Background: an optimization exercise with open tools, aiming at small area, a short achievable clock period and few clock cycles. Do not read the settings as production practice.
Function was checked by simulation only, so behaviour that the tests miss may differ from the original.
No activity file was given, so power comes from the tool's default toggle rates.

Design godmr_core, start of the top module:
module godmr_core (
    input  wire        clk,
    input  wire        rst,           
    input  wire        req_valid,
    input  wire        req_write,
    input  wire [1:0]  req_size,      
    input  wire [11:0] req_addr,
    input  wire [31:0] req_wdata,
    output reg         resp_valid,
    output reg         resp_err,
    output reg  [31:0] resp_rdata,
    output wire [15:0] qr_code,       
    input  wire        qr_ok          
);
    reg [2:0]   status_err;
    reg [8:0]   crc9;
    reg [15:0]  crc16;
    reg [31:0]  crc32;
    reg [15:0]  sync_hi;
    reg [31:0]  sync_lo;
    reg [15:0]  emb_code;
    reg [7:0]   emb_len;
    reg [3:0]   emb_cc;
    reg [1:0]   emb_lcss;
    reg         emb_valid;
    reg [15:0]  wlen;
    reg [7:0]   b0 [0:52];
    reg [7:0]   b1 [0:52];
    reg [16:0]  wp;      
    reg [16:0]  fp;      
    function integer region;
        input integer k;
        begin
            if (k < 4)       region = 0;
            else if (k < 5)  region = 1;
            else if (k < 8)  region = 2;
            else if (k < 11) region = 3;
            else if (k < 12) region = 4;
            else if (k < 15) region = 5;
            else if (k < 16) region = 6;
            else if (k < 20) region = 7;
            else             region = 8 + (k - 20) / 4;
        end
    endfunction
    function integer flane;
        input integer k;
        begin
            case (k)
                4:  flane = 0;                
                8:  flane = 2;                
                9:  flane = 1;
                10: flane = 0;
                11: flane = 3;                
                12: flane = 2;
                13: flane = 1;
                14: flane = 0;
                default: flane = 3 - (k % 4);
            endcase
        end
    endfunction
    assign qr_code = emb_code;
    reg        q_w;           
    reg [6:0]  q_word;
    reg [31:0] q_wd;
    wire [9:0] word = req_addr[11:2];
    wire size_ok = (req_size == 2'd2) && (req_addr[1:0] == 2'b00);
    reg mapped, ro, wo;
    always @* begin
        mapped = 1'b1;
  ...
Size: ~3300 cells after synthesis, ~1200 flip-flops, ~100 I/O pins, roughly 0.042 sq mm of cells after synthesis.
export LEC_CHECK = 0
export CAP_MARGIN = 20
export CORE_MARGIN = 2
export CORE_UTILIZATION = 40
export PLACE_DENSITY = 0.6
export SETUP_SLACK_MARGIN = 2.45
export SLEW_MARGIN = 20
export TNS_END_PERCENT = 30
create_clock -name core_clock -period 5.0 [get_ports {clk}]
run.sh (not shown) runs the stock make flow with config.mk's settings and CLKGATE_MAP_FILE= SYNTH_SCRIPT=/design/flow/synth_recipe.tcl, a recipe that flattens the netlist after the stock synthesis.
The first run produced a clean layout.
Testbench counts at the start, summed over its fixed seeds: cycles 27,148.
Edit:
--- a/flow/config.mk
+++ b/flow/config.mk
@@ -12,3 +12,2 @@
 export SETUP_SLACK_MARGIN = 2.45
 export SLEW_MARGIN = 20
-export TNS_END_PERCENT = 30
Area after synthesis does not change.
Final area grows by about 0.7%.
Die area is unchanged.
Core utilization grows by 0.34 points.
Via count grows by 0.68%.
Edit:
--- a/flow/config.mk
+++ b/flow/config.mk
@@ -9,4 +9,6 @@
 export CORE_MARGIN = 2
 export CORE_UTILIZATION = 40
+export CTS_CLUSTER_DIAMETER = 60
+export CTS_CLUSTER_SIZE = 30
 export PLACE_DENSITY = 0.6
 export SETUP_SLACK_MARGIN = 2.45
- The changed run completed with no timing, DRC or antenna violations
- clock skew falls by 0.018 ns
- clock power went down by 13%
- power came out lower by 5.6%
- fmax fell by 4.7%
- first-iteration DRC count is lower by 5.1%
- die area does not change
- non-clock buffer count goes up by 4
- via count stays flat
Edit:
--- a/flow/config.mk
+++ b/flow/config.mk
@@ -10,5 +10,5 @@
 export CORE_UTILIZATION = 40
 export CTS_CLUSTER_DIAMETER = 60
-export CTS_CLUSTER_SIZE = 30
+export CTS_CLUSTER_SIZE = 35
 export PLACE_DENSITY = 0.6
 export SETUP_SLACK_MARGIN = 2.45
Sequential share of layout area is about the same.
Final cell count is about the same.
Critical path depth does not change.
Utilization stays flat.
Total power rises by 0.45%.
Fmax rises by 3.5%.
Final area is about the same.
Clock skew rises by 0.0049 ns.
Flip-flop and latch count is unchanged.

---

Setup of run 1:
Starting RTL as in the previous note.
==> flow/config.mk <==
export PLATFORM = sky130hd
export DESIGN_NAME = godmr_core
export DESIGN_NICKNAME = godmr_core
export VERILOG_FILES = /design/flow/design.v
export SDC_FILE = /design/flow/constraint.sdc
export NUM_CORES = 4
export LEC_CHECK = 0
export CAP_MARGIN = 20
export CORE_MARGIN = 2
export CORE_UTILIZATION = 40
export GPL_ROUTABILITY_DRIVEN = 0
export PLACE_DENSITY = 0.6
export SETUP_SLACK_MARGIN = 2.45
export SLEW_MARGIN = 20
==> flow/constraint.sdc <==
create_clock -name core_clock -period 5.0 [get_ports {clk}]
set_input_delay 1.0000 -clock core_clock [delete_from_list [all_inputs] [get_ports {clk}]]
set_output_delay 1.0000 -clock core_clock [all_outputs]
set_load 0.01 [all_outputs]
Run 1: no failed stages, no open violations at the end
Testbench counts of run 1, summed over its fixed seeds: cycles 27,148.
Changes in run 2 relative to run 1:
- GPL_ROUTABILITY_DRIVEN no longer set, was 0
- SETUP_SLACK_MARGIN now 2.3, was 2.45
--- outcome ---
Worst endpoint data arrival time for run 2: 0.09 ns up relative to run 1
When run 2 is set beside run 1, its setup slack turns out to be 0.077 ns smaller.
Run 1 → run 2: via count went down by 1.8%, overflow left after global routing was more or less identical.
The higher sequential share of layout area came out of run 2.
Looking only at depth of the critical timing path with buffers and inverters included, and setting everything else aside, the lower value of run 2 and run 1 goes to run 2.
Summary of the comparison: clock network fraction of total power is lower in run 2, relative to run 1.
Run 2 and run 1 ended up with nearly the same routed length on met1.
The following lists how run 3 was set up differently from run 2:
- changing SETUP_SLACK_MARGIN from 2.3 to 2.4
==> results.txt <==
Every run in the comparison, run 2 and run 3, completed the flow with a clean layout. [compare] base=run 2 new=run 3: part of the total power dissipated in combinational logic about even, met2 routed wirelength rose by about 2.4%. The cell-internal power number comes out lower for run 2 vs run 3. Measured against each other, run 2 and run 3 differ in actual slew at the worst max-slew pin, the higher figure coming from run 3.
For run 4, these inputs were changed with respect to run 3:
- PLACE_DENSITY changed from 0.6 to 0.65
- SETUP_SLACK_MARGIN changed from 2.4 to 2.45
- CORE_UTILIZATION changed from 40 to 46
==> results.txt <==
Run 4 vs. run 3: initial standard-cell utilization of the core up 6.0 points, critical path depth grew by 6. Changes observed in run 4 relative to run 3: clock network contribution to total cell area moved down; instance area at placement moved down; number of clock buffers in the layout moved up; cell count moved down.
Input-level comparison between run 5 and run 4:
- PLACE_DENSITY: 0.65 -> 0.7
- CORE_UTILIZATION: 46 -> 40
- No stage failed in run 5, and the final checks on the layout all came back clean.
- Sequential share of layout area ended up 0.88 points higher on run 5 than on run 4.
- Run 5 against run 4: cell area after layout went down about 1.5%, area overhead of the layout relative to synthesis lower.
- Delta (run 5 minus run 4): least setup slack across all paths after layout now sits higher; final cell count without fillers +about 3%.
For run 6, these inputs were changed with respect to run 5:
- changing SETUP_SLACK_MARGIN from 2.45 to 2.0
- changing PLACE_DENSITY from 0.7 to 0.6
==> results.txt <==
- From run 5 to run 6, post-synthesis instance total did not move at all.
- Compared with run 5, in run 6 part of the cycle the worst path needs higher; post-CTS setup repair buffer count lower; routed wire length higher.

==> what the ideal ports hide <==
The results above use ideal ports. As a check the final layouts listed here were re-extracted and re-timed, cells and wires unchanged. Step 1 (the two cells are an assumption about what drives the block):
set clk [get_ports {clk}]
set_driving_cell -lib_cell sky130_fd_sc_hd__clkbuf_16 $clk
set_driving_cell -lib_cell sky130_fd_sc_hd__buf_2 [delete_from_list [all_inputs] $clk]
Step 2 times the ports against the registers' clock, not the clock port: input delays grow and output delays shrink by t, the midpoint of the rising clock arrivals with the driver on. Slacks: ideal ports / drivers / drivers and shift; pairs: ideal ports / drivers.
run | t, ns | setup WS [ns] | hold slack, ns | worst data-port slew with drivers (ns)
the first run of note 1 | 0.772 | 2.266 / 2.217 / 1.542 | 0.318 / 0.318 / 0.318 | 0.11
the second run of note 1 | 0.768 | 2.432 / 2.427 / 1.724 | 0.322 / 0.322 / 0.322 | 0.07
the third run of note 1 | 0.750 | 2.305 / 2.339 / 1.590 | 0.319 / 0.319 / 0.319 | 0.07
the fourth run of note 1 | 0.754 | 2.396 / 2.426 / 1.676 | 0.314 / 0.314 / 0.314 | 0.07
run 1 | 0.770 | 2.386 / 2.372 / 1.601 | 0.275 / 0.275 / 0.275 | 0.12
run 2 | 0.758 | 2.309 / 2.262 / 1.586 | 0.272 / 0.272 / 0.272 | 0.06
run 3 | 0.754 | 2.343 / 2.349 / 1.620 | 0.270 / 0.270 / 0.270 | 0.09
run 4 | 0.754 | 2.217 / 2.241 / 1.487 | 0.308 / 0.308 / 0.308 | 0.07
run 5 | 0.756 | 2.365 / 2.377 / 1.621 | 0.314 / 0.314 / 0.314 | 0.06
run 6 | 0.750 | 2.005 / 1.985 / 1.299 | 0.300 / 0.300 / 0.300 | 0.10
After both steps every run listed still meets setup and hold. For run 1, which loses most, drivers alone change the setup slack by -0.014 ns; drivers and shift together by -0.785 ns.
